This design comes from an exercise in tuning for small area, a short achievable clock period and few clock cycles on the open sky130 flow, not from production work.
The RTL was checked by simulation tests, not by an equivalence proof against the original design.

## run.sh

```bash
#!/bin/bash
# synth_recipe.tcl (not shown) runs the flow's synth.tcl, then flattens the netlist and writes it again
# the make line also repeats each setting of config.mk as NAME=value (left out here)
make -C /OpenROAD-flow-scripts/flow DESIGN_CONFIG=/design/flow/config.mk WORK_HOME=/design/flow/orfs CLKGATE_MAP_FILE= SYNTH_SCRIPT=/design/flow/synth_recipe.tcl finish
```

## config.mk

```make
export PLATFORM = sky130hd
export DESIGN_NAME = bicubic_scaler
export DESIGN_NICKNAME = bicubic_scaler
export VERILOG_FILES = /design/flow/design.v
export SDC_FILE = /design/flow/constraint.sdc
export NUM_CORES = 4
export LEC_CHECK = 0
export CAP_MARGIN = 20
export CORE_MARGIN = 2
export CORE_UTILIZATION = 40
export SLEW_MARGIN = 20
```

## constraint.sdc

```tcl
create_clock -name core_clock -period 20.0 [get_ports {clk}]
set_input_delay 4.0000 -clock core_clock [delete_from_list [all_inputs] [get_ports {clk}]]
set_output_delay 4.0000 -clock core_clock [all_outputs]
set_load 0.01 [all_outputs]
```

## design.v

```verilog
module bicubic_scaler (
    input  wire        clk,
    input  wire        rst,
    input  wire        start,
    input  wire        ch4,
    input  wire [15:0] src_addr,
    input  wire [15:0] dst_addr,
    input  wire [7:0]  old_w,
    input  wire [7:0]  old_h,
    input  wire [7:0]  new_w,
    input  wire [7:0]  new_h,
    output reg         busy,
    output reg         done,
    output reg         error,
    output reg         mem_valid,
    output reg         mem_we,
    output reg  [15:0] mem_addr,
    output reg  [7:0]  mem_wdata,
    input  wire        mem_ready,
    input  wire [7:0]  mem_rdata
);
    localparam ST_IDLE  = 3'd0;
    localparam ST_SETUP = 3'd1;
    localparam ST_READ  = 3'd2;
    localparam ST_WAITW = 3'd3;
    localparam ST_FIN   = 3'd4;
    reg [2:0]  st;
    reg [3:0]  sc;         
    reg        c4;
    reg [7:0]  ow, oh, nw, nh;
    reg [15:0] dst_ptr;
    reg [15:0] rowbase;    
    wire [2:0] cn = c4 ? 3'd4 : 3'd3;
    reg [7:0]  qx, rxs, qy, rys;
    reg [9:0]  stride;     
    reg [9:0]  cqx;        
    reg [15:0] qstride;    
    reg [24:0] n3x, n3y;   
    reg [49:0] den;        
    reg [51:0] den3;       
    reg [7:0]  dvx_rem, dvx_quo, dvy_rem, dvy_quo;
    wire [2:0] dbit = 3'd7 - sc[2:0];
    wire [8:0] dvx_tr = {dvx_rem, ow[dbit]};
    wire [8:0] dvy_tr = {dvy_rem, oh[dbit]};
    wire       dvx_ge = dvx_tr >= {1'b0, nw};
    wire       dvy_ge = dvy_tr >= {1'b0, nh};
    wire [8:0] dvx_sub = dvx_tr - {1'b0, nw};
    wire [8:0] dvy_sub = dvy_tr - {1'b0, nh};
    wire [7:0] dvx_rem_n = dvx_ge ? dvx_sub[7:0] : dvx_tr[7:0];
    wire [7:0] dvy_rem_n = dvy_ge ? dvy_sub[7:0] : dvy_tr[7:0];
    reg [7:0]  dx, fx, rx, dy, fy, ry;
    reg [15:0] pixaddr;    
    reg [15:0] bytestart, rowstart, cur;
    reg [1:0]  k, tn, to;          
    reg [1:0]  ix0, ix1, jy0, jy1;
    reg        need_y;             
    reg signed [26:0] A0, A1, A2, A3, B0, B1, B2, B3;
    wire [1:0] nxs = ix1 - ix0;
    wire [1:0] nys = jy1 - jy0;
    wire       axis = nys > nxs;
    wire [1:0] n0 = axis ? jy0 : ix0;
    wire [1:0] n1 = axis ? jy1 : ix1;
    wire [1:0] o0 = axis ? ix0 : jy0;
    wire [1:0] o1 = axis ? ix1 : jy1;
    wire [15:0] instep  = axis ? {6'd0, stride} : {13'd0, cn};
    wire [15:0] outstep = axis ? {13'd0, cn} : {6'd0, stride};
    wire [1:0] ai = axis ? to : tn;
    wire [1:0] bj = axis ? tn : to;
    reg [7:0]  np_rx, np_fx;
    reg [15:0] np_pix;
    reg [1:0]  np_ix0, np_ix1;
    reg [15:0] np_bs;
    reg [7:0]  nr_ry, nr_fy;
    reg [15:0] nr_rowbase;
    reg [1:0]  nr_jy0, nr_jy1;
    reg [15:0] nr_bs;
    localparam W_IDLE = 2'd0;
    localparam W_ADV  = 2'd1;
    localparam W_MUL  = 2'd2;
    localparam W_FULL = 2'd3;
    reg [1:0]  wst;
    reg [2:0]  wc;
    reg        wkind;      
    reg [7:0]  wdx, wfx, wrx, wdy, wfy, wry;
    reg [7:0]  ws;
    reg        fl_f0, fl_fo1, fl_fo2, fl_nz3;
    reg [15:0] T1, T2, T3;
    reg [17:0] E1, E2;
    reg [26:0] WN0, WN1, WN2, WN3;
    reg  [7:0]  ma;
    reg  [17:0] mb;
    wire [25:0] mp = ma * mb;
    wire [7:0] w_r  = wkind ? wry : wrx;
    wire [7:0] w_f  = wkind ? wfy : wfx;
    wire [7:0] w_o  = wkind ? oh : ow;
    wire [7:0] w_n  = wkind ? nh : nw;
    wire [24:0] w_n3 = wkind ? n3y : n3x;
    wire [7:0] w_s  = w_n - w_r;
    wire [8:0] wrx_sum = wrx + rxs;
    wire       wrx_wr  = wrx_sum >= {1'b0, nw};
    wire [8:0] wrx_sub = wrx_sum - {1'b0, nw};
    wire [7:0] wrx_n   = wrx_wr ? wrx_sub[7:0] : wrx_sum[7:0];
    wire [8:0] wry_sum = wry + rys;
    wire       wry_wr  = wry_sum >= {1'b0, nh};
    wire [8:0] wry_sub = wry_sum - {1'b0, nh};
    wire [7:0] wry_n   = wry_wr ? wry_sub[7:0] : wry_sum[7:0];
    reg signed [26:0] q_a, q_b;    
    reg        q_rf, q_rl, q_bf, q_bl;
    reg        s1_v, s1_rf, s1_rl, s1_bf, s1_bl;
    reg [7:0]  rd;
    reg signed [26:0] s1_a, s1_b;
    reg signed [35:0] ra;
    reg        s2_v, s2_bf, s2_bl;
    reg signed [26:0] s2_b;
    reg signed [17:0] rhi;
    reg        lo_v, lo_bf, lo_bl, hi_v, hi_bl;
    reg signed [45:0] M;
    reg signed [62:0] num;
    wire signed [35:0] mac1 = s1_a * $signed({1'b0, rd});
    wire signed [18:0] m_op = lo_v ? {rhi[17], rhi} : {1'b0, ra[17:0]};
    wire signed [45:0] m_p  = s2_b * m_op;
    wire signed [62:0] acc_x = (lo_v && lo_bf) ? $signed({14'd0, den[49:1]}) : num;
    wire signed [62:0] acc_y = lo_v ? {{17{M[45]}}, M} : {M[44:0], 18'd0};
    wire signed [62:0] numn = acc_x + acc_y;
    reg        dv_busy, dv_hold, dv_neg;
    reg [2:0]  dv_cnt;
    reg [58:0] R;
    reg [7:0]  dq;
    wire [59:0] D1 = {3'd0, den, 7'd0};
    wire [59:0] D2 = {2'd0, den, 8'd0};
    wire [59:0] D3 = {1'b0, den3, 7'd0};
    wire [60:0] dt1 = {2'b0, R} - {1'b0, D1};
    wire [60:0] dt2 = {2'b0, R} - {1'b0, D2};
    wire [60:0] dt3 = {2'b0, R} - {1'b0, D3};
    wire        g1 = ~dt1[60];
    wire        g2 = ~dt2[60];
    wire        g3 = ~dt3[60];
    wire [1:0]  dd = g3 ? 2'd3 : g2 ? 2'd2 : g1 ? 2'd1 : 2'd0;
    wire [58:0] dRn = g3 ? dt3[58:0] : g2 ? dt2[58:0] : g1 ? dt1[58:0] : R;
    wire [8:0]  dq_fin = {dq, dd[1]};
    wire [7:0]  dres = dv_neg ? 8'd0 : (dq_fin[8] ? 8'd255 : dq_fin[7:0]);
    wire        dv_fin = dv_busy && !dv_hold && (dv_cnt == 3'd4);
    reg        wq0_v, wq1_v;
    reg [7:0]  wq0_d, wq1_d;
    wire       res_push = !wq1_v && (dv_fin || (dv_busy && dv_hold));
    wire [7:0] res_d    = dv_hold ? dq : dres;
    wire       wreg_v   = wq0_v;
    reg [1:0]  pend;
    reg [2:0]  timer;
    wire is_bl   = (tn == n1) && (to == o1);
    wire out_bl  = mem_valid && !mem_we && q_rl && q_bl;
    wire cand_ok = (st == ST_READ) &&
                   (!is_bl || (pend <= 2'd2 && timer >= 3'd3 && !out_bl));
    wire take    = !mem_valid || mem_ready;
    wire acc     = mem_valid && mem_ready;
    wire rd_acc  = acc && !mem_we;
    wire wr_acc  = acc && mem_we;
    wire bl_acc  = rd_acc && q_rl && q_bl;
    wire issue_w = take && wreg_v;
    wire issue_r = take && !wreg_v && cand_ok;
    reg signed [26:0] A_sel, B_sel;
    always @(*) begin
        case (ai)
            2'd0: A_sel = A0;
            2'd1: A_sel = A1;
            2'd2: A_sel = A2;
            default: A_sel = A3;
        endcase
        case (bj)
            2'd0: B_sel = B0;
            2'd1: B_sel = B1;
            2'd2: B_sel = B2;
            default: B_sel = B3;
        endcase
    end
    wire [8:0]  g_rx_sum = rx + rxs;
    wire        g_rx_wr  = g_rx_sum >= {1'b0, nw};
    wire [8:0]  g_rx_sub = g_rx_sum - {1'b0, nw};
    wire [8:0]  g_ry_sum = ry + rys;
    wire        g_ry_wr  = g_ry_sum >= {1'b0, nh};
    wire [8:0]  g_ry_sub = g_ry_sum - {1'b0, nh};
    wire [7:0]  ow_m1 = ow - 8'd1;
    wire [7:0]  ow_m2 = ow - 8'd2;
    wire [7:0]  oh_m1 = oh - 8'd1;
    wire [7:0]  oh_m2 = oh - 8'd2;
    wire        npb_ix0 = (np_fx == 8'd0) || (np_rx == 8'd0);
    wire [1:0]  npb_ix1 = (np_rx == 8'd0 || np_fx == ow_m1) ? 2'd1 :
                          (np_fx == ow_m2) ? 2'd2 : 2'd3;
    wire        nrb_jy0 = (nr_fy == 8'd0) || (nr_ry == 8'd0);
    wire [1:0]  nrb_jy1 = (nr_ry == 8'd0 || nr_fy == oh_m1) ? 2'd1 :
                          (nr_fy == oh_m2) ? 2'd2 : 2'd3;
    wire [15:0] rowoff  = (jy0 == 2'd0) ? {6'd0, stride} : 16'd0;
    wire last_in_row = (dx == nw - 8'd1);
    wire last_row    = (dy == nh - 8'd1);
    always @(posedge clk) begin
        rd    <= mem_rdata;
        if (rd_acc) begin
            s1_a  <= q_a;
            s1_b  <= q_b;
            s1_rf <= q_rf;
            s1_rl <= q_rl;
            s1_bf <= q_bf;
            s1_bl <= q_bl;
        end
        if (s1_v)
            ra <= (s1_rf ? 36'sd0 : ra) + mac1;
        if (s1_v && s1_rl) begin
            s2_b  <= s1_b;
            s2_bf <= s1_bf;
            s2_bl <= s1_bl;
        end
        M <= m_p;
        if (s2_v)
            rhi <= ra[35:18];
        lo_bf <= s2_bf;
        lo_bl <= s2_bl;
        hi_bl <= lo_bl;
        if (lo_v || hi_v)
            num <= numn;
        np_rx   <= g_rx_wr ? g_rx_sub[7:0] : g_rx_sum[7:0];
        np_fx   <= fx + qx + {7'd0, g_rx_wr};
        np_pix  <= pixaddr + {6'd0, cqx} + (g_rx_wr ? {13'd0, cn} : 16'd0);
        np_ix0  <= npb_ix0 ? 2'd1 : 2'd0;
        np_ix1  <= npb_ix1;
        np_bs   <= np_pix - rowoff - (npb_ix0 ? 16'd0 : {13'd0, cn});
        nr_ry   <= g_ry_wr ? g_ry_sub[7:0] : g_ry_sum[7:0];
        nr_fy   <= fy + qy + {7'd0, g_ry_wr};
        nr_rowbase <= rowbase + qstride + (g_ry_wr ? {6'd0, stride} : 16'd0);
        nr_jy0  <= nrb_jy0 ? 2'd1 : 2'd0;
        nr_jy1  <= nrb_jy1;
        nr_bs   <= nr_rowbase - (nrb_jy0 ? 16'd0 : {6'd0, stride});
        if (rst) begin
            st        <= ST_IDLE;
            busy      <= 1'b0;
            done      <= 1'b0;
            error     <= 1'b0;
            mem_valid <= 1'b0;
            mem_we    <= 1'b0;
            wst       <= W_IDLE;
            s1_v      <= 1'b0;
            s2_v      <= 1'b0;
            lo_v      <= 1'b0;
            hi_v      <= 1'b0;
            dv_busy   <= 1'b0;
            dv_hold   <= 1'b0;
            wq0_v     <= 1'b0;
            wq1_v     <= 1'b0;
            pend      <= 2'd0;
            timer     <= 3'd7;
        end else begin
            done <= 1'b0;
            s1_v <= rd_acc;
            s2_v <= s1_v && s1_rl;
            lo_v <= s2_v;
            hi_v <= lo_v;
            if (dv_busy && !dv_hold) begin
                R      <= {dRn[56:0], 2'b00};
                dq     <= {dq[5:0], dd};
                dv_cnt <= dv_cnt + 3'd1;
            end
            if (dv_fin) begin
                if (!wq1_v) begin
                    dv_busy <= 1'b0;
                end else begin
                    dv_hold <= 1'b1;
                    dq      <= dres;
                end
            end
            if (dv_busy && dv_hold && !wq1_v) begin
                dv_hold <= 1'b0;
                dv_busy <= 1'b0;
            end
            if (hi_v && hi_bl) begin
                dv_busy <= 1'b1;
                dv_hold <= 1'b0;
                dv_cnt  <= 3'd0;
                dv_neg  <= numn[62];
                R       <= numn[58:0];
                dq      <= 8'd0;
            end
            if (issue_w) begin
                if (res_push) begin
                    wq0_d  <= res_d;
                end else begin
                    wq0_v  <= wq1_v;
                    wq0_d  <= wq1_d;
                end
                wq1_v <= 1'b0;
            end else if (res_push) begin
                if (!wq0_v) begin
                    wq0_v <= 1'b1;
                    wq0_d <= res_d;
                end else begin
                    wq1_v <= 1'b1;
                    wq1_d <= res_d;
                end
            end
            if (take) begin
                if (wreg_v) begin
                    mem_valid <= 1'b1;
                    mem_we    <= 1'b1;
                    mem_addr  <= dst_ptr;
                    mem_wdata <= wq0_d;
                    dst_ptr   <= dst_ptr + 16'd1;
                end else if (cand_ok) begin
                    mem_valid <= 1'b1;
                    mem_we    <= 1'b0;
                    mem_addr  <= cur;
                    q_a       <= axis ? B_sel : A_sel;
                    q_b       <= axis ? A_sel : B_sel;
                    q_rf      <= (tn == n0);
                    q_rl      <= (tn == n1);
                    q_bf      <= (to == o0);
                    q_bl      <= (to == o1);
                end else begin
                    mem_valid <= 1'b0;
                    mem_we    <= 1'b0;
                end
            end
            pend <= pend + {1'b0, issue_r && is_bl} - {1'b0, wr_acc};
            if (bl_acc)
                timer <= 3'd0;
            else if (timer != 3'd7)
                timer <= timer + 3'd1;
            case (wst)
                W_ADV: begin
                    if (wdx != nw - 8'd1) begin
                        wdx   <= wdx + 8'd1;
                        wrx   <= wrx_n;
                        wfx   <= wfx + qx + {7'd0, wrx_wr};
                        wkind <= 1'b0;
                        ma    <= wrx_n;
                        mb    <= {10'd0, wrx_n};
                        if (wrx_n != 8'd0) begin
                            wst <= W_MUL;
                            wc  <= 3'd0;
                        end
                    end else if (wdy != nh - 8'd1) begin
                        wdy   <= wdy + 8'd1;
                        wry   <= wry_n;
                        wfy   <= wfy + qy + {7'd0, wry_wr};
                        wdx   <= 8'd0;
                        wfx   <= 8'd0;
                        wrx   <= 8'd0;
                        wkind <= 1'b1;
                        ma    <= wry_n;
                        mb    <= {10'd0, wry_n};
                        if (wry_n != 8'd0) begin
                            wst <= W_MUL;
                            wc  <= 3'd0;
                        end
                    end else begin
                        wst <= W_IDLE;
                    end
                end
                W_MUL: begin
                    wc <= wc + 3'd1;
                    case (wc)
                        3'd0: begin
                            T1     <= mp[15:0];
                            ws     <= w_s;
                            fl_f0  <= (w_f == 8'd0);
                            fl_fo1 <= (w_f == w_o - 8'd1);
                            fl_fo2 <= (w_f == w_o - 8'd2);
                            fl_nz3 <= ({1'b0, w_f} + 9'd2 < {1'b0, w_o});
                            ma     <= w_s;
                            mb     <= {10'd0, w_s};
                        end
                        3'd1: begin
                            T2 <= mp[15:0];
                            ma <= w_r;
                            mb <= {10'd0, ws};
                        end
                        3'd2: begin
                            T3 <= mp[15:0];
                            ma <= w_r;
                            mb <= {2'd0, T2};
                        end
                        3'd3: begin
                            WN0 <= fl_f0 ? 27'd0 : {1'b0, mp};
                            E1  <= {2'd0, T1} + {T3, 2'b00} + (fl_f0 ? {2'd0, T3} : {1'b0, T3, 1'b0}) + {1'b0, T2, 1'b0};
                            E2  <= {2'd0, T2} + {T3, 2'b00} + (fl_fo2 ? {2'd0, T3} : {1'b0, T3, 1'b0}) + {1'b0, T1, 1'b0};
                            ma  <= ws;
                            mb  <= {2'd0, T1};
                        end
                        3'd4: begin
                            WN3 <= fl_nz3 ? {1'b0, mp} : 27'd0;
                            ma  <= ws;
                            mb  <= E1;
                        end
                        3'd5: begin
                            WN1 <= fl_fo1 ? {2'd0, w_n3} + WN0 : {1'b0, mp};
                            ma  <= w_r;
                            mb  <= E2;
                        end
                        default: begin
                            WN2 <= fl_fo1 ? 27'd0 : {1'b0, mp};
                            wst <= W_FULL;
                        end
                    endcase
                end
                default: ;
            endcase
            case (st)
                ST_IDLE: begin
                    if (start) begin
                        c4      <= ch4;
                        rowbase <= src_addr;
                        dst_ptr <= dst_addr;
                        ow      <= old_w;
                        oh      <= old_h;
                        nw      <= new_w;
                        nh      <= new_h;
                        error   <= 1'b0;
                        wst     <= W_IDLE;
                        if (old_w == 8'd0 || old_h == 8'd0 ||
                            new_w == 8'd0 || new_h == 8'd0) begin
                            error <= 1'b1;
                            done  <= 1'b1;
                        end else begin
                            busy    <= 1'b1;
                            st      <= ST_SETUP;
                            sc      <= 4'd0;
                            dvx_rem <= 8'd0;
                            dvy_rem <= 8'd0;
                        end
                    end
                end
                ST_SETUP: begin
                    sc <= sc + 4'd1;
                    if (sc[3] == 1'b0) begin
                        dvx_rem <= dvx_rem_n;
                        dvy_rem <= dvy_rem_n;
                        dvx_quo <= {dvx_quo[6:0], dvx_ge};
                        dvy_quo <= {dvy_quo[6:0], dvy_ge};
                    end
                    case (sc)
                        4'd0: begin
                            ma     <= nw;
                            mb     <= {10'd0, nw};
                            den    <= 50'd0;
                            stride <= c4 ? {ow, 2'b00} : {1'b0, ow, 1'b0} + {2'b00, ow};
                        end
                        4'd1: begin
                            ma <= nw;
                            mb <= {2'd0, mp[15:0]};
                        end
                        4'd2: begin
                            n3x <= {mp[23:0], 1'b0};
                            ma  <= nh;
                            mb  <= {10'd0, nh};
                        end
                        4'd3: begin
                            ma <= nh;
                            mb <= {2'd0, mp[15:0]};
                        end
                        4'd4: n3y <= {mp[23:0], 1'b0};
                        4'd5: begin
                            s2_b  <= $signed({2'd0, n3x});
                            ra    <= $signed({11'd0, n3y});
                            s2_v  <= 1'b1;
                            s2_bf <= 1'b1;
                            s2_bl <= 1'b0;
                        end
                        4'd6: ;
                        4'd7: begin
                            qx  <= {dvx_quo[6:0], dvx_ge};
                            rxs <= dvx_rem_n;
                            qy  <= {dvy_quo[6:0], dvy_ge};
                            rys <= dvy_rem_n;
                        end
                        4'd8: begin
                            ma  <= qy;
                            mb  <= {8'd0, stride};
                            cqx <= c4 ? {qx, 2'b00} : {1'b0, qx, 1'b0} + {2'b00, qx};
                        end
                        4'd9: begin
                            qstride <= mp[15:0];
                            den     <= num[49:0];
                        end
                        4'd10: begin
                            den3 <= {2'b00, den} + {1'b0, den, 1'b0};
                        end
                        default: begin
                            dx <= 8'd0; fx <= 8'd0; rx <= 8'd0;
                            dy <= 8'd0; fy <= 8'd0; ry <= 8'd0;
                            pixaddr   <= rowbase;
                            bytestart <= rowbase;
                            rowstart  <= rowbase;
                            cur       <= rowbase;
                            k   <= 2'd0;
                            tn  <= 2'd1; to  <= 2'd1;
                            ix0 <= 2'd1; ix1 <= 2'd1;
                            jy0 <= 2'd1; jy1 <= 2'd1;
                            A1  <= $signed({2'd0, n3x});
                            B1  <= $signed({2'd0, n3y});
                            timer <= 3'd7;
                            st  <= ST_READ;
                            wst <= W_ADV;
                            wdx <= 8'd0; wfx <= 8'd0; wrx <= 8'd0;
                            wdy <= 8'd0; wfy <= 8'd0; wry <= 8'd0;
                        end
                    endcase
                end
                ST_READ: begin
                    if (issue_r) begin
                        if (tn != n1) begin
                            tn  <= tn + 2'd1;
                            cur <= cur + instep;
                        end else if (to != o1) begin
                            to       <= to + 2'd1;
                            tn       <= n0;
                            rowstart <= rowstart + outstep;
                            cur      <= rowstart + outstep;
                        end else if ({1'b0, k} != cn - 3'd1) begin
                            k         <= k + 2'd1;
                            tn        <= n0;
                            to        <= o0;
                            bytestart <= bytestart + 16'd1;
                            rowstart  <= bytestart + 16'd1;
                            cur       <= bytestart + 16'd1;
                        end else begin
                            k <= 2'd0;
                            if (!last_in_row) begin
                                dx        <= dx + 8'd1;
                                fx        <= np_fx;
                                rx        <= np_rx;
                                pixaddr   <= np_pix;
                                ix0       <= np_ix0;
                                ix1       <= np_ix1;
                                bytestart <= np_bs;
                                rowstart  <= np_bs;
                                cur       <= np_bs;
                                if (((jy1 - jy0) > (np_ix1 - np_ix0))) begin
                                    tn <= jy0; to <= np_ix0;
                                end else begin
                                    tn <= np_ix0; to <= jy0;
                                end
                                need_y    <= 1'b0;
                                if (np_rx == 8'd0) begin
                                    A1 <= $signed({2'd0, n3x});
                                end else if (wst == W_FULL) begin
                                    A0 <= -$signed(WN0); A1 <= $signed(WN1);
                                    A2 <= $signed(WN2);  A3 <= -$signed(WN3);
                                    wst <= W_ADV;
                                end else
                                    st <= ST_WAITW;
                            end else if (!last_row) begin
                                dx        <= 8'd0;
                                fx        <= 8'd0;
                                rx        <= 8'd0;
                                dy        <= dy + 8'd1;
                                fy        <= nr_fy;
                                ry        <= nr_ry;
                                rowbase   <= nr_rowbase;
                                pixaddr   <= nr_rowbase;
                                ix0       <= 2'd1;
                                ix1       <= 2'd1;
                                jy0       <= nr_jy0;
                                jy1       <= nr_jy1;
                                if (nr_jy1 != nr_jy0) begin
                                    tn <= nr_jy0; to <= 2'd1;
                                end else begin
                                    tn <= 2'd1; to <= nr_jy0;
                                end
                                bytestart <= nr_bs;
                                rowstart  <= nr_bs;
                                cur       <= nr_bs;
                                need_y    <= 1'b1;
                                A1        <= $signed({2'd0, n3x});
                                if (nr_ry == 8'd0) begin
                                    B1 <= $signed({2'd0, n3y});
                                end else if (wst == W_FULL) begin
                                    B0 <= -$signed(WN0); B1 <= $signed(WN1);
                                    B2 <= $signed(WN2);  B3 <= -$signed(WN3);
                                    wst <= W_ADV;
                                end else
                                    st <= ST_WAITW;
                            end else begin
                                st <= ST_FIN;
                            end
                        end
                    end
                end
                ST_WAITW: begin
                    if (wst == W_FULL) begin
                        if (need_y) begin
                            B0 <= -$signed(WN0); B1 <= $signed(WN1);
                            B2 <= $signed(WN2);  B3 <= -$signed(WN3);
                        end else begin
                            A0 <= -$signed(WN0); A1 <= $signed(WN1);
                            A2 <= $signed(WN2);  A3 <= -$signed(WN3);
                        end
                        wst <= W_ADV;
                        st  <= ST_READ;
                    end
                end
                ST_FIN: begin
                    if (pend == 2'd0 || (pend == 2'd1 && wr_acc)) begin
                        busy <= 1'b0;
                        done <= 1'b1;
                        st   <= ST_IDLE;
                    end
                end
                default: st <= ST_IDLE;
            endcase
        end
    end
endmodule
```

==> impl_metrics.toml <==
[status]
status = "complete, no violations"

[logic_synthesis]
synth_fp_nets = 13848
ys_ff_latch = 1490
async_flop_share_pct = 0
synthFlopType = "edfxtp_1"
avgSynthCellArea_um2 = 10.0
synth-edff-count = 1243
synth_cell_types = 81
yosys_warnings = 1
synth_seq_area_share_pct = 35.2
synthCells = 12008
netlist_area_um2 = 120000

[min_path]
hold_depth = 0
holdPathEnd = "hi_bl$_DFF_P_"
hp-class = "reg -> reg"
hold_start = "lo_bl$_DFF_P_"

[setup_path]
worst-setup-path-type = "reg -> reg"
startpoint_type = "flip-flop"
cp.arrival_ns = 9.98
crit_top_cell = "fa_1"
cp-end-kind = "flip-flop"
rr_startpoint = "lo_v$_SDFF_PP0_"
r2r_setup_slack_ns = 10.74
max_stage_delay_ns = 0.70
slowest_stage = "a2111oi_0"
r2r_cells = 30
regToRegEndpoint = "M[45]$_DFF_P_"
cp.required_ns = 20.72
worstPathMaxFanout = 71

[detailed_routing]
via_count = 87787
drcViolationCount = 0
wirelength_um = 350000
antenna_left = 0
vias_per_cell = 5.48
drt_pass1_iterations = 8
drtIter0Drc = 7919
routedWlPerCell_um = 21.9

[run]
max_cap_viol_count = 0

[clock_tree]
path_clk_slew_ns = 0.06
cts.repair.resized = 0
clock_path_buffers = 4
ctsHoldBuffers = 0
cts_root_buf = "clkbuf_16"
post_cts_buffers = 0
clk_latency_ns = 0.88
clock_sink_count = 1490
cts_made_buffers = 176
ctsHtreeMaxLevel = 4
cts_tree = "built"

[grt]
grt_use_total_pct = 23.0
antenna_found_initial = 22
grt_max_degree = 77
grt_pass1_vias = 87284
grt_pass1_wl_um = 537000
grt.overflow.total = 0

[final_layout]
nNetsFinal = 13774
final_cell_mix = "nand2_1, inv_1, edfxtp_1"
drive_above_1_share_pct = 6.32
utilization_pct = 43.9
areaGrowthSynthToFinish_pct = 9.37
final_common_cell = "nand2_1"

[timing]
min_period_ns = 9.26
finalClockSkew_ns = 0.108
hold_viol = 0
slew_viol_final = 0
finalCritPeriodShare_pct = 46.3
relSlewSlack_pct = 19.3
tightest_slew_ns = 1.21
setup_viol = 0
final.setup.tns_ns = 0
max_freq_ghz = 0.108
rsz0062_at_grt = "no"

[floorplanning]
rows = 201
num_io_pins = 106
initial_core_util_pct = 40.1
dieArea_um2 = 304000
die_h_um = 552
die_width_um = 552
coreArea_um2 = 299000

[placed_design]
port_buffers = 105
dp_hpwl_um = 264000
globalplace.congestion = 0.925
==> cell usage after synthesis (133+ instances only) <==
cell	instances	area share, %
inv_1	1245	3.9
xnor2_1	466	3.4
a21o_1	308	1.9
a21oi_1	681	2.8
nor2_1	722	2.3
mux2_2	195	1.8
xor2_1	275	2.0
and2_1	372	1.9
fa_1	910	15
dfxtp_1	247	4.1
nor2b_1	259	1.3
clkbuf_1	419	1.3
nand2_1	1481	4.6
ha_1	853	8.9
o21ai_0	552	2.3
nor3_1	133	0.55
edfxtp_1	1243	31
and3_1	164	0.85
==> metrics by stage <==
| stage | setup WS (ns) | hold WS, ns | instances | area [um^2] |
|---|---|---|---|---|
| final | 10.74 | 0.373 | 16030 | 131000 |
| after global routing | 10.04 | 0.394 | 16027 | 131000 |
| after CTS | 10.72 | 0.380 | 16025 | 131000 |
| after detailed placement | 10.84 | 0.319 | 15714 | 126000 |
| after global placement | 10.85 | 0.328 | 15714 | 126000 |
| after floorplan | 8.51 | 0.310 | 12008 | 120000 |
==> how the worst max path moves through the flow <==
stage | slack [ns] | depth (start not counted) | end | start
3_3_place_gp | 10.85 | 30 | M[45]$_DFF_P_ | lo_v$_SDFF_PP0_
4_1_cts | 10.72 | 30 | M[45]$_DFF_P_ | lo_v$_SDFF_PP0_
2_1_floorplan | 8.51 | 6 | B0[0]$_DFFE_PP_ | mem_ready
3_5_place_dp | 10.84 | 30 | M[45]$_DFF_P_ | lo_v$_SDFF_PP0_
5_1_grt | 10.04 | 30 | M[45]$_DFF_P_ | lo_v$_SDFF_PP0_
6_report | 10.74 | 30 | M[45]$_DFF_P_ | lo_v$_SDFF_PP0_
==> routing by layer <==
layer / track usage, % / part of all wire, % / vias up
li1: - / - / 41073
met1: 31.6 / 44 / 43380
met2: 38.2 / 47 / 2823
met3: 2.64 / 6.2 / 501
met4: 6.33 / 2.9 / 10
met5: 0 / 0.020 / -
==> logic make-up (layout without fill, tap and decap cells) <==
logic type	after synthesis	after routing	share of synthesized area, %
simple gates	3637	3637	14.2
compound gates	2297	2297	12.0
buf+inv	1734	1793	5.44
fa+ha+maj	1763	1763	24.1
xor+xnor	741	741	5.41
mux	346	346	3.67
other cells	0	5	0
flops	1490	1490	35.2
==> critical path: cells and delay by family (launching register included) <==
family	cells	cell delay, ns
fa+ha+maj	8	3.77
compound gates	10	2.83
buf+inv	8	1.46
flops	1	0.54
simple gates	3	0.32
xor+xnor	1	0.14
==> sequential cells by signal (all words and copies together) (netlist names), 27 cells and up <==
register	count
num	63
R	59
den3	52
den	50
M	46
ra	36
A0	27
A1	27
A3	27
B0	27
B1	27
B3	27
WN1	27
q_a	27
q_b	27
s1_a	27
s1_b	27
s2_b	27
==> area by class of cell <==
type,instances,area (um^2)
Multi-Input combinational cell,8784,71600
Inverter,1247,4680
Antenna cell,5,12.5
Tap cell,3958,4950
Clock inverter,67,800
Fill cell,28705,168000
Sequential cell,1490,42300
Timing Repair Buffer,235,2020
Clock buffer,244,4930
Testbench counts, summed over its fixed seeds: cycles 83,642.

static timing again, ports no longer ideal:
Ports are ideal in the flow. The routed layout listed here was re-timed in OpenROAD.
Step 1: set_driving_cell puts a clkbuf_16 on clk and a buf_2 on each other input, an assumption about the parent block.
Step 2 moves the port delays by t, midway between the first and last clock arrival at a register: inputs arrive t later, outputs are due t later. That takes back most of the time a late clock gives input paths.
Three values: ideal ports, drivers, drivers and shift; two values: the first two.
t, ns: 0.929
slack for setup (ns): 10.738 / 10.738 / 10.738
worst setup path after step 2: register to register
worst slew at a driven data input, ns: 0.09
cell pins on the clock port's net: 1
After both steps this run still meets setup and hold. For this run, drivers alone change the setup slack by 0.000 ns; drivers and shift together by 0.000 ns.
